Source: an optimization exercise on an open RTL-to-GDS flow (aim: small area). Production flows keep margins and buffers that such runs may drop.
The RTL was checked by simulation tests, not by an equivalence proof against the original design.
No activity file was given, so power comes from the tool's default toggle rates.

==> flow/design.v <==
module as5x47_fa (
    input  wire a,
    input  wire b,
    input  wire ci,
    output wire s,
    output wire co
);
    assign s  = a ^ b ^ ci;
    assign co = (a & b) | (a & ci) | (b & ci);
endmodule
module as5x47_ha (
    input  wire a,
    input  wire b,
    output wire s,
    output wire co
);
    assign s  = a ^ b;
    assign co = a & b;
endmodule
module as5x47_ang (
    input  wire [13:0] a,
    output wire [19:0] y
);
    genvar i;
    wire [16:0] a5;
    wire [15:2] c1;
    assign a5[1:0] = a[1:0];
    as5x47_ha u_h2 (.a(a[2]), .b(a[0]), .s(a5[2]), .co(c1[2]));
    generate
        for (i = 3; i < 14; i = i + 1) begin : g_f1
            as5x47_fa u (.a(a[i]), .b(a[i-2]), .ci(c1[i-1]), .s(a5[i]), .co(c1[i]));
        end
        for (i = 14; i < 16; i = i + 1) begin : g_h1
            as5x47_ha u (.a(a[i-2]), .b(c1[i-1]), .s(a5[i]), .co(c1[i]));
        end
    endgenerate
    assign a5[16] = c1[15];
    wire [18:3] c2;
    assign y[2:0] = a5[2:0];
    as5x47_ha u_h3 (.a(a5[3]), .b(a5[0]), .s(y[3]), .co(c2[3]));
    generate
        for (i = 4; i < 17; i = i + 1) begin : g_f2
            as5x47_fa u (.a(a5[i]), .b(a5[i-3]), .ci(c2[i-1]), .s(y[i]), .co(c2[i]));
        end
        for (i = 17; i < 19; i = i + 1) begin : g_h2
            as5x47_ha u (.a(a5[i-3]), .b(c2[i-1]), .s(y[i]), .co(c2[i]));
        end
    endgenerate
    assign y[19] = a5[16] ^ c2[18];
endmodule
module as5x47_core (
    input  wire        clk,
    input  wire        rst,           
    input  wire        req_valid,
    output wire        req_ready,
    input  wire [3:0]  req_op,
    input  wire [15:0] req_a,
    input  wire [15:0] req_b,
    input  wire [9:0]  req_c,
    output reg         rsp_valid,
    output reg  [15:0] rsp_frame,
    output reg  [19:0] rsp_val,
    output reg         rsp_pe,
    output reg         rsp_ef,
    output reg  [1:0]  rsp_err,
    output wire        xfer_req,
    output wire [3:0]  xfer_cs,
    output wire [15:0] xfer_tx,
    input  wire        xfer_ack,
    input  wire [15:0] xfer_rx,
    output wire        bus_own
);
    genvar i;
    reg        busy;
    reg        ph2;
    reg [15:0] tx;
    reg [13:0] nx;
    assign req_ready = ~busy;
    assign bus_own   = busy;
    assign xfer_req  = busy;
    assign xfer_cs   = 4'h5;
    assign xfer_tx   = tx;
    wire [3:0] op  = req_op;
    wire op_rw  = op[3] & ~op[2] & ~op[1];      
    wire op_res = op[3] & (op[2] | op[1]);      
    wire op_0   = (op == 4'd0);
    wire op_1   = (op == 4'd1);
    wire op_2   = (op == 4'd2);
    wire op_3   = (op == 4'd3);
    wire op_4   = (op == 4'd4);
    wire op_5   = (op == 4'd5);
    wire op_6   = (op == 4'd6);
    wire op_7   = (op == 4'd7);
    wire acc    = req_valid & ~busy;
    wire x_end  = busy & xfer_ack;
    wire done   = x_end & ph2;
    wire rd     = tx[14];                       
    wire [3:0] off = req_c[3:0];
    wire [4:0] wid = req_c[8:4];
    wire       bw8 = req_c[9];
    wire [5:0] top = {2'b00, off} + {1'b0, wid};
    wire fld_legal = (wid != 5'd0) && (bw8 ? (top <= 6'd8) : (top <= 6'd16));
    wire [15:0] m;
    wire [15:0] lt;
    generate
        for (i = 0; i < 16; i = i + 1) begin : g_m
            assign lt[i] = top[4] || (top[3:0] > i);
            assign m[i] = (off <= i) && lt[i];
        end
    endgenerate
    wire [15:0] sh_in;
    generate
        for (i = 0; i < 16; i = i + 1) begin : g_in
            assign sh_in[i] = op[1] ? req_b[15 - i] : (req_a[i] & lt[i]);
        end
    endgenerate
    wire [15:0] sh_out = sh_in >> off;
    wire [15:0] fset;
    generate
        for (i = 0; i < 16; i = i + 1) begin : g_set
            if (i < 8)
                assign fset[i] = (op_6 & m[i]) ? sh_out[15 - i] : req_a[i];
            else
                assign fset[i] = (op_6 & m[i]) ? sh_out[15 - i] : (req_a[i] & ~(op_6 & bw8));
        end
    endgenerate
    reg f14;
    always @(*) begin
        case (op)
            4'd2:       f14 = req_b[0];
            4'd3:       f14 = 1'b0;
            4'd8, 4'd9: f14 = ~op[0];
            default:    f14 = fset[14];
        endcase
    end
    wire [15:0] w;
    assign w[14:0] = !busy ? {f14, fset[13:0]} :
                     ph2   ? xfer_rx[14:0] :
                             {rd, nx & {14{~rd}}};
    wire        pw = ~(^w[14:0]);
    assign w[15]   = !busy ? ((op_6 | op_4) ? fset[15] : pw) :
                     ph2   ? xfer_rx[15] : pw;
    wire        w15 = busy ? xfer_rx[15] : req_a[15];
    wire [19:0] ang_val;
    as5x47_ang u_ang (.a(req_a[13:0]), .y(ang_val));
    always @(posedge clk) begin
        if (rst) begin
            busy <= 1'b0;
        end else if (busy) begin
            if (done) busy <= 1'b0;
        end else if (req_valid && op_rw) begin
            busy <= 1'b1;
        end
    end
    always @(posedge clk) begin
        if (rst)       ph2 <= 1'b0;
        else if (busy) ph2 <= ph2 | xfer_ack;
        else           ph2 <= req_valid & ~op_rw;
    end
    always @(*) rsp_valid = ph2 & ~busy;
    always @(posedge clk) begin
        if (!busy || (xfer_ack && !ph2))
            tx <= w;
        if (!busy)
            nx <= req_b[13:0];
    end
    wire rd_done = done & rd;
    always @(posedge clk) begin
        if (rd_done || (acc && (op_0 || op_2 || op_3 || op_4 || (op_6 && fld_legal))))
            rsp_frame <= w;
    end
    always @(posedge clk) begin
        if (rd_done || (acc && op_4))
            rsp_val <= {6'd0, w[13:0]};
        else if (acc && (op_0 || op_1))
            rsp_val <= {19'd0, pw};
        else if (acc && op_5 && fld_legal)
            rsp_val <= {4'd0, sh_out};
        else if (acc && op_7)
            rsp_val <= ang_val;
    end
    always @(posedge clk) begin
        if (rd_done || (acc && (op_1 || op_4)))
            rsp_pe <= w15 ^ pw;
    end
    always @(posedge clk) begin
        if (rd_done || (acc && op_4))
            rsp_ef <= w[14];
    end
    always @(posedge clk) begin
        if (done)
            rsp_err <= 2'd0;
        else if (acc && !op_rw)
            rsp_err <= {(op_5 | op_6) & ~fld_legal, op_res};
    end
endmodule
export LEC_CHECK = 0
export CAP_MARGIN = 20
export CORE_MARGIN = 2
export CORE_UTILIZATION = 60
export SLEW_MARGIN = 20
export SYNTH_HIERARCHICAL = 1
create_clock -name core_clock -period 10.0 [get_ports {clk}]
standard.sh (not shown) runs the stock make flow with config.mk's settings and CLKGATE_MAP_FILE= SYNTH_SCRIPT=/design/flow/synth_recipe.tcl, a recipe that flattens the netlist after the stock synthesis.
==> flow/flow/run.sh <==
#!/bin/bash
# Standard layout with three changes: the final ABC mapping of synthesis uses
# an area-oriented script, the port buffers are plain buf_1 cells, and clock
# tree synthesis uses clkbuf_8 buffers without dummy balancing loads.
set -euo pipefail
here=$(pwd)
export FLOW_ABC_SCRIPT=$here/flow/abc_area.script
bash standard.sh "SYNTH_SCRIPT=$here/flow/synth.tcl" \
  "BUFFER_PORTS_ARGS=-buffer_cell sky130_fd_sc_hd__buf_1" \
  "CTS_ARGS=-sink_clustering_enable -repair_clock_nets -dont_use_dummy_load -buf_list sky130_fd_sc_hd__clkbuf_8" \
  finish > standard_flow.log 2>&1
==> flow/flow/abc_area.script <==
strash
balance
rewrite
refactor
balance
rewrite
rewrite -z
balance
refactor -z
rewrite -z
balance
dch -f
amap
topo
==> flow/flow/synth.tcl <==
# The standard flow's synthesis script (synth_recipe.tcl), with the final ABC mapping
# run with an area-oriented script (flow/abc_area.script).
proc synth {args} { yosys synth -nofsm -noshare {*}$args }
proc abc {args} {
  set i [lsearch -exact $args -script]
  if {$i >= 0} { lset args [expr {$i + 1}] $::env(FLOW_ABC_SCRIPT) }
  yosys abc {*}$args
}
source $::env(SCRIPTS_DIR)/synth.tcl
# left out here: clear keep_hierarchy, flatten, clean up, hide names made inside functions, write 1_2_yosys.v
Edit:
--- a/flow/design.v
+++ b/flow/design.v
@@ -131,18 +131,15 @@
             4'd3:       f14 = 1'b0;
             4'd8, 4'd9: f14 = ~op[0];
             default:    f14 = fset[14];
         endcase
     end
     wire [15:0] w;
-    assign w[14:0] = !busy ? {f14, fset[13:0]} :
-                     ph2   ? xfer_rx[14:0] :
-                             {rd, nx & {14{~rd}}};
+    assign w[14:0] = busy ? xfer_rx[14:0] : {f14, fset[13:0]};
     wire        pw = ~(^w[14:0]);
-    assign w[15]   = !busy ? ((op_6 | op_4) ? fset[15] : pw) :
-                     ph2   ? xfer_rx[15] : pw;
+    assign w[15]   = busy ? xfer_rx[15] : ((op_6 | op_4) ? fset[15] : pw);
     wire        w15 = busy ? xfer_rx[15] : req_a[15];
     wire [19:0] ang_val;
     as5x47_ang u_ang (.a(req_a[13:0]), .y(ang_val));
     always @(posedge clk) begin
         if (rst) begin
             busy <= 1'b0;
@@ -150,22 +147,25 @@
             if (done) busy <= 1'b0;
         end else if (req_valid && op_rw) begin
             busy <= 1'b1;
         end
     end
     always @(posedge clk) begin
-        if (rst)       ph2 <= 1'b0;
-        else if (busy) ph2 <= ph2 | xfer_ack;
-        else           ph2 <= req_valid & ~op_rw;
+        ph2 <= busy & (ph2 | xfer_ack);
     end
-    always @(*) rsp_valid = ph2 & ~busy;
     always @(posedge clk) begin
-        if (!busy || (xfer_ack && !ph2))
+        if (rst) rsp_valid <= 1'b0;
+        else     rsp_valid <= (acc & ~op_rw) | done;
+    end
+    always @(posedge clk) begin
+        if (!busy) begin
             tx <= w;
-        if (!busy)
             nx <= req_b[13:0];
+        end else if (x_end && !ph2) begin
+            tx <= {~(^nx) & ~rd, rd, nx & {14{~rd}}};
+        end
     end
     wire rd_done = done & rd;
     always @(posedge clk) begin
         if (rd_done || (acc && (op_0 || op_2 || op_3 || op_4 || (op_6 && fld_legal))))
             rsp_frame <= w;
     end
Effect:
- total power came out higher by about 0.6%
- utilization came out lower by 1.3 points
- routed wire length came out higher by 1.2%
- global-route usage came out lower by 0.41 points
- die area came out higher by 3.9%
- via count came out higher by about 1.5%
- worst hold slack loses 0.033 ns
- worst setup slack loses 0.12 ns
- sequential cell count came out higher by 1
- sequential power barely changes

## re-timing with driven ports
No port has a modelled driver above. Below, the same layouts with a new extraction and two added sets of constraints. Step 1 assumes that a clkbuf_16 drives the clock port and a buf_2 every other input. Step 2 adds t to the input delays and takes it off the output delays; t is the mean of the earliest and latest rising clock arrival at the registers after step 1. Input paths then give back, and output paths get back, about the clock's delay inside the block. Slacks: no drivers / after step 1 / after step 2; pairs: no drivers / after step 1.
run	t, ns	setup slack, ns	worst data-port slew with drivers (ns)
the first run	0.378	0.825 / 0.814 / 0.436	0.05
the second run	0.371	0.710 / 0.723 / 0.352	0.04
After both steps setup and hold are still met in every run listed. For the first run, which loses most, drivers alone change the setup slack by -0.011 ns; drivers and shift together by -0.389 ns.
